Context: an optimization exercise on an open-source flow, tuned for small area, a short achievable clock period and few clock cycles. The choices shown serve that exercise and are no tape-out recipe. Only simulation tests tie the RTL to the original design; equivalence was not proved. Power figures rest on the tool's default switching activity, not on a simulated workload.

build 66:
==> flow/design.v (excerpt) <==
module vrd (
    input  wire        clk,
    input  wire        rst,           
    input  wire        cmd_valid,
    output wire        cmd_ready,
    input  wire [35:0] cmd_word,
    output wire        rsp_valid,
    input  wire        rsp_ready,
    output wire [35:0] rsp_word,
    output wire        irq,
    output wire        sym_req,
    output wire [1:0]  sym_class,
    output wire        sym_regime,
    input  wire        sym_ack,
    input  wire [3:0]  sym_data,
    output wire        coef_req,
    output wire [2:0]  coef_cs,
    input  wire        coef_ack,
    input  wire        coef_err,
    input  wire        coef_last,
    input  wire [31:0] coef_skip,
    input  wire [31:0] coef_value,
    output wire        itx_req,
    output wire        itx_op,        
    output wire [2:0]  itx_shape,
    output wire        itx_kind,      
    output wire [5:0]  itx_idx,
    output wire [15:0] itx_coef,
    input  wire        itx_ack,
    input  wire [15:0] itx_res,
    output wire        mem_req,
    output wire        mem_we,
    output wire [31:0] mem_addr,
    output wire [7:0]  mem_wdata,
    input  wire        mem_ack,
    input  wire [7:0]  mem_rdata
);
For scale: roughly 5600 cells after synthesis, ~260 I/O pins, ~67000 um2 of cells after synthesis.
clock: 10.0 ns
lec_check: 0
cap_margin: 20
core_margin: 2
core_utilization: 40
cts_cluster_diameter: 60
cts_cluster_size: 30
slew_margin: 20
synth_memory_max_bits: 16384
standard.sh (not shown) runs the stock make flow with config.mk's settings and CLKGATE_MAP_FILE= SYNTH_SCRIPT=/design/flow/synth_recipe.tcl, a recipe that flattens the netlist after the stock synthesis.
==> flow/flow/run.sh <==
#!/bin/bash
# Layout flow: the standard flow (standard.sh, unchanged synthesis and
# steps) with two changes to how the layout is optimised:
#  - the setup repair aims for 6.6 ns of slack instead of stopping at 0, and
#  - the port buffers are plain buffers (buf_1) instead of delay cells.
# Clock-tree clustering comes from config.mk. Every tool's output is kept:
# make's in make_finish.log, and each ORFS step's in orfs/logs.
set -euo pipefail
bash standard.sh SETUP_SLACK_MARGIN=6.6 "BUFFER_PORTS_ARGS=-buffer_cell sky130_fd_sc_hd__buf_1" finish > make_finish.log 2>&1
Testbench counts of build 66, summed over its fixed seeds: cycles 127,797.
The inputs of build 13 differ from those of build 66 as listed below.
==> flow/flow/run.sh <==
#!/bin/bash
# Layout flow: the standard flow (standard.sh, unchanged synthesis and
# steps) with two changes to how the layout is optimised:
#  - the setup repair aims for 6.35 ns of slack instead of stopping at 0, and
#  - the port buffers are plain buffers (buf_2) instead of delay cells.
# Clock-tree clustering comes from config.mk. Every tool's output is kept:
# make's in make_finish.log, and each ORFS step's in orfs/logs.
set -euo pipefail
bash standard.sh SETUP_SLACK_MARGIN=6.35 "BUFFER_PORTS_ARGS=-buffer_cell sky130_fd_sc_hd__buf_2" finish > make_finish.log 2>&1
## What came out
Summary of build 13 over build 66: met2 usage now larger, count of non-CTS inverters in the layout essentially unchanged, share of layout cells above drive strength 1 lower, data-path buffer share of cell area in the final layout now sits lower, final cell count without fillers lower. Relative to build 66, the half-perimeter wire length after detailed placement measured on build 13 has increased slightly.

* * *

Setup of old:
vrd again, from the RTL that the note above started with.
Settings: LEC_CHECK=0, CAP_MARGIN=20, CORE_MARGIN=2, CORE_UTILIZATION=40, CTS_CLUSTER_DIAMETER=60, CTS_CLUSTER_SIZE=30, SLEW_MARGIN=20, SYNTH_MEMORY_MAX_BITS=16384; clock period 10.0 ns.
==> flow/flow/run.sh <==
#!/bin/bash
# Layout flow: the standard flow (standard.sh, unchanged synthesis and
# steps) with two changes to how the layout is optimised:
#  - the setup repair aims for 6.5 ns of slack instead of stopping at 0, and
#  - the port buffers are plain buffers (buf_2) instead of delay cells.
# Clock-tree clustering comes from config.mk. Every tool's output is kept:
# make's in make_finish.log, and each ORFS step's in orfs/logs.
set -euo pipefail
bash standard.sh SETUP_SLACK_MARGIN=6.5 "BUFFER_PORTS_ARGS=-buffer_cell sky130_fd_sc_hd__buf_2" finish > make_finish.log 2>&1
old: flow completed, timing, DRC and antenna clean
Testbench counts of old, summed over its fixed seeds: cycles 127,797.
Modified inputs, new compared to old
Settings: CORE_UTILIZATION changed from 40 to 45.
==> flow/flow/run.sh <==
#!/bin/bash
# Layout flow: the standard flow (standard.sh, unchanged synthesis and
# steps) with two changes to how the layout is optimised:
#  - the setup repair aims for 6.5 ns of slack instead of stopping at 0, and
#  - the port buffers are plain buffers (buf_1) instead of delay cells.
# Clock-tree clustering comes from config.mk. Every tool's output is kept:
# make's in make_finish.log, and each ORFS step's in orfs/logs.
set -euo pipefail
bash standard.sh SETUP_SLACK_MARGIN=6.5 "BUFFER_PORTS_ARGS=-buffer_cell sky130_fd_sc_hd__buf_1" finish > make_finish.log 2>&1
--- outcome ---
- Summary: highest clock rate, new better than old
- new vs old, global-route wire length before repair went down by about 1.2%.
- Lower fraction of met3 tracks used by global routing among old and new: old
- For the layout overhead on the synthesized area, new came in 1.2 points lower than old did.
- Relative to old, number of cells on the worst hold path decreased by 2 in new.
- Compared with old, the router placed more vias in new.

* * *

vrd, a different RTL version from the one above (not shown whole).
Size in the first run: roughly 5600 cells after synthesis, ~1500 flip-flops, roughly 260 I/O pins.
==> flow/config.mk <==
export PLATFORM = sky130hd
export DESIGN_NAME = vrd
export DESIGN_NICKNAME = vrd
export VERILOG_FILES = /design/flow/design.v
export SDC_FILE = /design/flow/constraint.sdc
export NUM_CORES = 4
export LEC_CHECK = 0
export CAP_MARGIN = 20
export CORE_MARGIN = 2
export CORE_UTILIZATION = 40
export CTS_CLUSTER_DIAMETER = 60
export CTS_CLUSTER_SIZE = 30
export SLEW_MARGIN = 20
export SYNTH_MEMORY_MAX_BITS = 16384
==> flow/constraint.sdc <==
create_clock -name core_clock -period 10.0 [get_ports {clk}]
set_input_delay 2.0000 -clock core_clock [delete_from_list [all_inputs] [get_ports {clk}]]
set_output_delay 2.0000 -clock core_clock [all_outputs]
set_load 0.01 [all_outputs]
==> flow/flow/run.sh <==
#!/bin/bash
# Layout flow: the standard flow (standard.sh, unchanged synthesis and
# steps) with two changes to how the layout is optimised:
#  - the setup repair aims for 6.5 ns of slack instead of stopping at 0, and
#  - the port buffers are plain buffers (buf_2) instead of delay cells.
# Clock-tree clustering comes from config.mk. Every tool's output is kept:
# make's in make_finish.log, and each ORFS step's in orfs/logs.
set -euo pipefail
bash standard.sh SETUP_SLACK_MARGIN=6.5 "BUFFER_PORTS_ARGS=-buffer_cell sky130_fd_sc_hd__buf_2" finish > make_finish.log 2>&1
The first run went through all stages and came out clean.
Testbench counts at the start, summed over its fixed seeds: cycles 128,427.
Change:
==> flow/flow/run.sh (replaced) <==
#!/bin/bash
# Layout flow: the standard flow (standard.sh, unchanged synthesis and
# steps) with two changes to how the layout is optimised:
#  - the setup repair aims for 6.5 ns of slack instead of stopping at 0, and
#  - the port buffers are plain buffers (buf_4) instead of delay cells.
# Every tool's output is kept: make's in make_finish.log, and each ORFS step's
# in orfs/logs.
set -euo pipefail
bash standard.sh SETUP_SLACK_MARGIN=6.5 "BUFFER_PORTS_ARGS=-buffer_cell sky130_fd_sc_hd__buf_4" finish > make_finish.log 2>&1
--- a/flow/config.mk
+++ b/flow/config.mk
@@ -11,2 +10,0 @@
-export CTS_CLUSTER_DIAMETER = 60
-export CTS_CLUSTER_SIZE = 30
Result: Die area is unchanged; cell count rose by 1.4%; setup slack improves by 0.081 ns; critical path depth is higher by 5; area after synthesis does not change; final area increases by 2.2%; power came out higher by 6.4%; hold slack got worse by 0.0093 ns; synthesized cell count is unchanged; wire length grows by 2.1%; via count goes up by 0.96%.

what the ideal ports hide:
Ports are ideal in the flow. The routed layouts listed here were re-timed in OpenROAD.
Step 1: set_driving_cell puts a clkbuf_16 on clk and a buf_2 on each other input, an assumption about the parent block.
Step 2 moves the port delays by t, midway between the first and last clock arrival at a register: inputs arrive t later, outputs are due t later. That takes back most of the time a late clock gives input paths.
Three values: no drivers, after step 1, after step 2; two values: the first two.
run | t, ns | slack for setup (ns) | hold slack, ns | worst setup path after step 2 | slew at the worst register clock pin (ns)
build 66 | 0.861 | 6.414 / 6.330 / 5.632 | 0.476 / 0.476 / 0.476 | input to register | 0.10 / 0.10
build 13 | 0.871 | 6.217 / 6.217 / 5.543 | 0.468 / 0.468 / 0.468 | input to register | 0.10 / 0.10
old | 0.852 | 6.352 / 6.352 / 5.529 | 0.472 / 0.472 / 0.472 | input to register | 0.12 / 0.12
new | 0.860 | 6.411 / 6.364 / 5.601 | 0.470 / 0.470 / 0.470 | input to register | 0.10 / 0.10
the first run of note 3 | 0.849 | 6.325 / 6.325 / 5.540 | 0.458 / 0.458 / 0.458 | input to register | 0.11 / 0.11
the second run of note 3 | 0.897 | 6.406 / 6.351 / 5.705 | 0.449 / 0.449 / 0.449 | input to register | 0.07 / 0.07
After both steps setup and hold are still met in every run listed. The setup slack of old, which loses most, moves by 0.000 ns with the drivers and by -0.823 ns with both steps.
